This is an optimization exercise on Yosys and OpenROAD, whose aim is small area, not a production implementation. Function was checked by simulation only, so behaviour that the tests miss may differ from the original. Power figures rest on the tool's default switching activity, not on a simulated workload.

==> flow/design.v (excerpt) <==
module stepper_sequencer (
    input  wire        clk,
    input  wire        rst,           
    input  wire        cmd_valid,
    output wire        cmd_ready,
    input  wire [47:0] cmd,
    output wire        rsp_valid,
    output wire [39:0] rsp,
    output reg         ser_latch,
    output reg         ser_data,
    output reg         ser_clk,
    output wire [7:0]  duty_a1,
    output wire [7:0]  duty_b1,
    output wire [7:0]  duty_a2,
    output wire [7:0]  duty_b2,
    output wire        delay_req,
    output wire [31:0] delay_ms,
    input  wire        delay_ack
);
For scale: about 1200 cells after synthesis, roughly 280 flip-flops, ~12000 sq um of cells after synthesis.
Settings: LEC_CHECK=0, ABC_AREA=1, CAP_MARGIN=20, CORE_MARGIN=2, CORE_UTILIZATION=65, PLACE_DENSITY=0.75, SLEW_MARGIN=20; clock period 22.0 ns.
standard.sh (not shown) runs the stock make flow with config.mk's settings and CLKGATE_MAP_FILE= SYNTH_SCRIPT=/design/flow/synth_recipe.tcl, a recipe that flattens the netlist after the stock synthesis.
==> flow/flow/run.sh <==
#!/bin/bash
# Own layout flow: the standard ORFS flow, with
#  - port buffers of the smallest buffer cell (every port still gets its buffer),
#  - one tie cell per constant instead of one per constant load,
#  - a clock tree without dummy loads, built from clkbuf_8 clusters of at most 14 sinks.
# The full make output goes to run_make.log in the work folder; ORFS's own
# per-step logs stay under orfs/logs.
set -euo pipefail
CTS="-sink_clustering_enable -repair_clock_nets -dont_use_dummy_load -buf_list sky130_fd_sc_hd__clkbuf_8 -sink_clustering_size 14 -sink_clustering_max_diameter 60"
bash standard.sh \
  "BUFFER_PORTS_ARGS=-buffer_cell sky130_fd_sc_hd__buf_1" \
  "CTS_ARGS=$CTS" \
  SKIP_REPAIR_TIE_FANOUT=1 \
  finish > run_make.log 2>&1
==> next run, changes <==
--- a/flow/design.v
+++ b/flow/design.v
@@ -18,12 +18,13 @@
     input  wire        delay_ack
 );
     localparam [3:0] S_IDLE = 4'd0;
     localparam [3:0] S_DIV  = 4'd1;    
     localparam [3:0] S_LOAD = 4'd2;    
     localparam [3:0] S_LOOP = 4'd3;
+    localparam [3:0] S_CORE = 4'd4;
     localparam [3:0] S_TX   = 4'd5;
     localparam [3:0] S_PWA  = 4'd6;
     localparam [3:0] S_PWB  = 4'd7;
     localparam [3:0] S_P1   = 4'd8;    
     localparam [3:0] S_P3   = 4'd9;    
     localparam [3:0] S_RESP = 4'd10;
@@ -56,13 +57,13 @@
     reg        mdone;    
     reg [7:0]  lw;       
     reg        valid0, valid1;
     reg        nz0, nz1;
     reg [25:0] sq0, sq1;
     reg [25:0] us0, us1;
-    reg [9:0]  rem0, rem1;
+    reg [10:0] rem0, rem1;
     reg        ovr;      
     reg [5:0]  pos0, pos1;
     reg [7:0]  da1, db1, da2, db2;
     wire [3:0] c_op   = cmd[47:44];
     wire [2:0] c_port = cmd[43:41];
     wire [2:0] c_dir  = cmd[40:38];
@@ -114,19 +115,18 @@
     wire p_end  = (cnt == 5'd26);                     
     wire sqtap  = ps ? sq1[0] : sq0[0];
     wire ustap  = ps ? us1[0] : us0[0];
     wire k60    = SIXTY_MILLION[ph];
     wire dbit   = s_load ? ustap : (new_op ? k60 : sqtap);
     wire c_le10 = ~cnt[4] & (~cnt[3] | (~cnt[2] & ~(cnt[1] & cnt[0])));    
-    wire c_le9  = c_le10 & ~(cnt[3] & cnt[1]);                              
     wire radd   = (st == S_TX) & (op == O_STEP) & c_le10;
     wire rsub   = (st == S_LOOP) & ovr & c_le10;
     wire remop  = radd | rsub;
     wire kbit   = THOUSAND[cnt[3:0]];
     wire ring0  = m1k ? sc[16] : sc[0];               
-    wire a_bit  = remop ? (remtap & c_le9) : s_cor ? sc[16] : (first ? dbit : (prev & ~fp));
+    wire a_bit  = remop ? remtap : s_cor ? sc[16] : (first ? dbit : (prev & ~fp));
     wire dv_bit = m1k ? kbit : imm[0];
     wire b_bit  = radd ? sc[16] : rsub ? ~kbit : s_cor ? (dv_bit & ~sub) : (dv_bit ^ sub);
     wire c_in   = first ? (rsub | (sub & ~s_cor & ~radd)) : cy;
     wire s_bit  = a_bit ^ b_bit ^ c_in;
     wire c_out  = (a_bit & b_bit) | (a_bit & c_in) | (b_bit & c_in);
     wire q_bit  = ~s_bit & (m1k | ~(imm[0] | (|imm[31:27])));
@@ -259,35 +259,36 @@
                 S_IDLE: if (cmd_valid) begin
                     if (c_rc != 3'd0)
                         st <= S_RESP;
                     else case (c_op)
                         4'd1, 4'd2: st <= S_DIV;
                         4'd4:       st <= S_LOAD;
-                        default:    st <= S_TX;
+                        default:    st <= S_CORE;
                     endcase
                 end
                 S_DIV: if (p_end && ph == 5'd0) st <= S_RESP;
                 S_LOAD: if (p_end && ph == ld_k) st <= S_LCOR;
                 S_LCOR: if (a_end) st <= S_LOOP;
                 S_LOOP: if (cnt == 5'd31) begin
-                    if (main_more || (micro && !home)) st <= S_TX;
+                    if (main_more || (micro && !home)) st <= S_CORE;
                     else st <= S_RESP;
                 end
+                S_CORE: st <= S_TX;
                 S_TX:   if (cnt == 5'd26) st <= (op == O_LW) ? S_RESP : S_PWA;
                 S_PWA:  st <= S_PWB;
                 S_PWB:  st <= (op == O_STEP) ? S_P1 : S_RESP;
                 S_P1: if (delay_ack) st <= ovr ? S_P3 : S_LOOP;
                 S_P3: if (delay_ack) st <= S_LOOP;
                 default: st <= S_IDLE;    
             endcase
         end
     end
     wire s_tx = (st == S_TX);
     wire pv   = ~rst & tx_val;
     always @(posedge clk) begin
-        if (rst | (s_tx & first)) lw <= (lw & ~l_m) | (l_v & l_m);
+        if (rst | (st == S_CORE)) lw <= (lw & ~l_m) | (l_v & l_m);
         if (rst | (s_tx & (tx_act == 2'd0))) ser_latch <= pv;
         if (rst | (s_tx & (tx_act == 2'd1))) ser_data  <= pv;
         if (rst | (s_tx & (tx_act == 2'd2))) ser_clk   <= pv;
         if (rst | ((st == S_PWA) & ~ps)) da1 <= dval;
         if (rst | ((st == S_PWA) &  ps)) da2 <= dval;
         if (rst | ((st == S_PWB) & ~ps)) db1 <= dval;
@@ -295,15 +296,15 @@
         if (rst | (s_div & new_op & ~ps)) valid0 <= ~rst;
         if (rst | (s_div & new_op &  ps)) valid1 <= ~rst;
     end
     wire acc_ok = (st == S_IDLE) && cmd_valid && (c_rc == 3'd0);
     wire sq_w   = s_div & new_op & p_end;
     wire us_w   = s_div & (new_op | p_end);
-    wire rem_en = s_div | (remop & c_le9);
+    wire rem_en = s_div | remop;
     wire rem_in = ~s_div & s_bit;
-    wire pos_en = (s_div && new_op) || ((st == S_TX) && first && (op == O_ONE || op == O_STEP));
+    wire pos_en = (s_div && new_op) || ((st == S_CORE) && (op == O_ONE || op == O_STEP));
     wire [5:0] pos_d = s_div ? 6'd0 : np;
     wire nz_en  = acc_ok && (c_op == 4'd1);
     wire us_bit = ~new_op & q_bit;
     wire sc_hi_en = (act & (s_div | (m1k & c_le10))) | radd;
     wire sc_lo_en = act & (s_div | (s_load & a_end));
     wire imm_lo_en = (st == S_IDLE) || (st == S_LOOP) || (s_div & act);
@@ -362,13 +363,13 @@
             if (!main_more) mdone <= 1'b1;
         end
         if (nz_en) begin
             if (c_ps) nz1 <= ~z_imm; else nz0 <= ~z_imm;
         end
         if (rem_en) begin
-            if (ps) rem1 <= {rem_in, rem1[9:1]}; else rem0 <= {rem_in, rem0[9:1]};
+            if (ps) rem1 <= {rem_in, rem1[10:1]}; else rem0 <= {rem_in, rem0[10:1]};
         end
         if (pos_en) begin
             if (ps) pos1 <= pos_d; else pos0 <= pos_d;
         end
     end
 endmodule
Effect: The changed run passed the timing, design-rule and antenna checks; synthesized area drops by about 1.1%; sequential share of layout area climbs by 1.2 points; clock-buffer cell count drops by 1; global-route usage drops by 0.34 points; synthesized cell count drops by 2.5%; first-iteration DRC count drops by 21%; clock skew drops by 0.0054 ns; sequential power barely changes; design area drops by about 1.2%; die area drops by 1.1%; combinational power drops by about 5.6%; fmax climbs by about 1.6%.

afterwards: timing with drivers on the ports:
Ports are ideal in the flow. The routed layouts listed here were re-timed in OpenROAD. Step 1, drivers: a clkbuf_16 drives clk and a buf_2 each remaining input, both assumed. Step 2 adds t to the input delays and takes it off the output delays; t is the mean of the earliest and latest rising clock arrival at the registers after step 1. Input paths then give back, and output paths get back, about the clock's delay inside the block. Three values: ideal, step 1, step 2; two values: the first two.
run	t (ns)	slack for setup (ns)	worst setup path at the end	slew at the worst register clock pin (ns)	cell pins on the clock port's net
the first run	0.563	14.847 / 14.807 / 15.370	register to output	0.09 / 0.09	1
the second run	0.557	14.963 / 14.923 / 15.481	register to output	0.09 / 0.09	1
After both steps setup and hold are still met in every run listed.
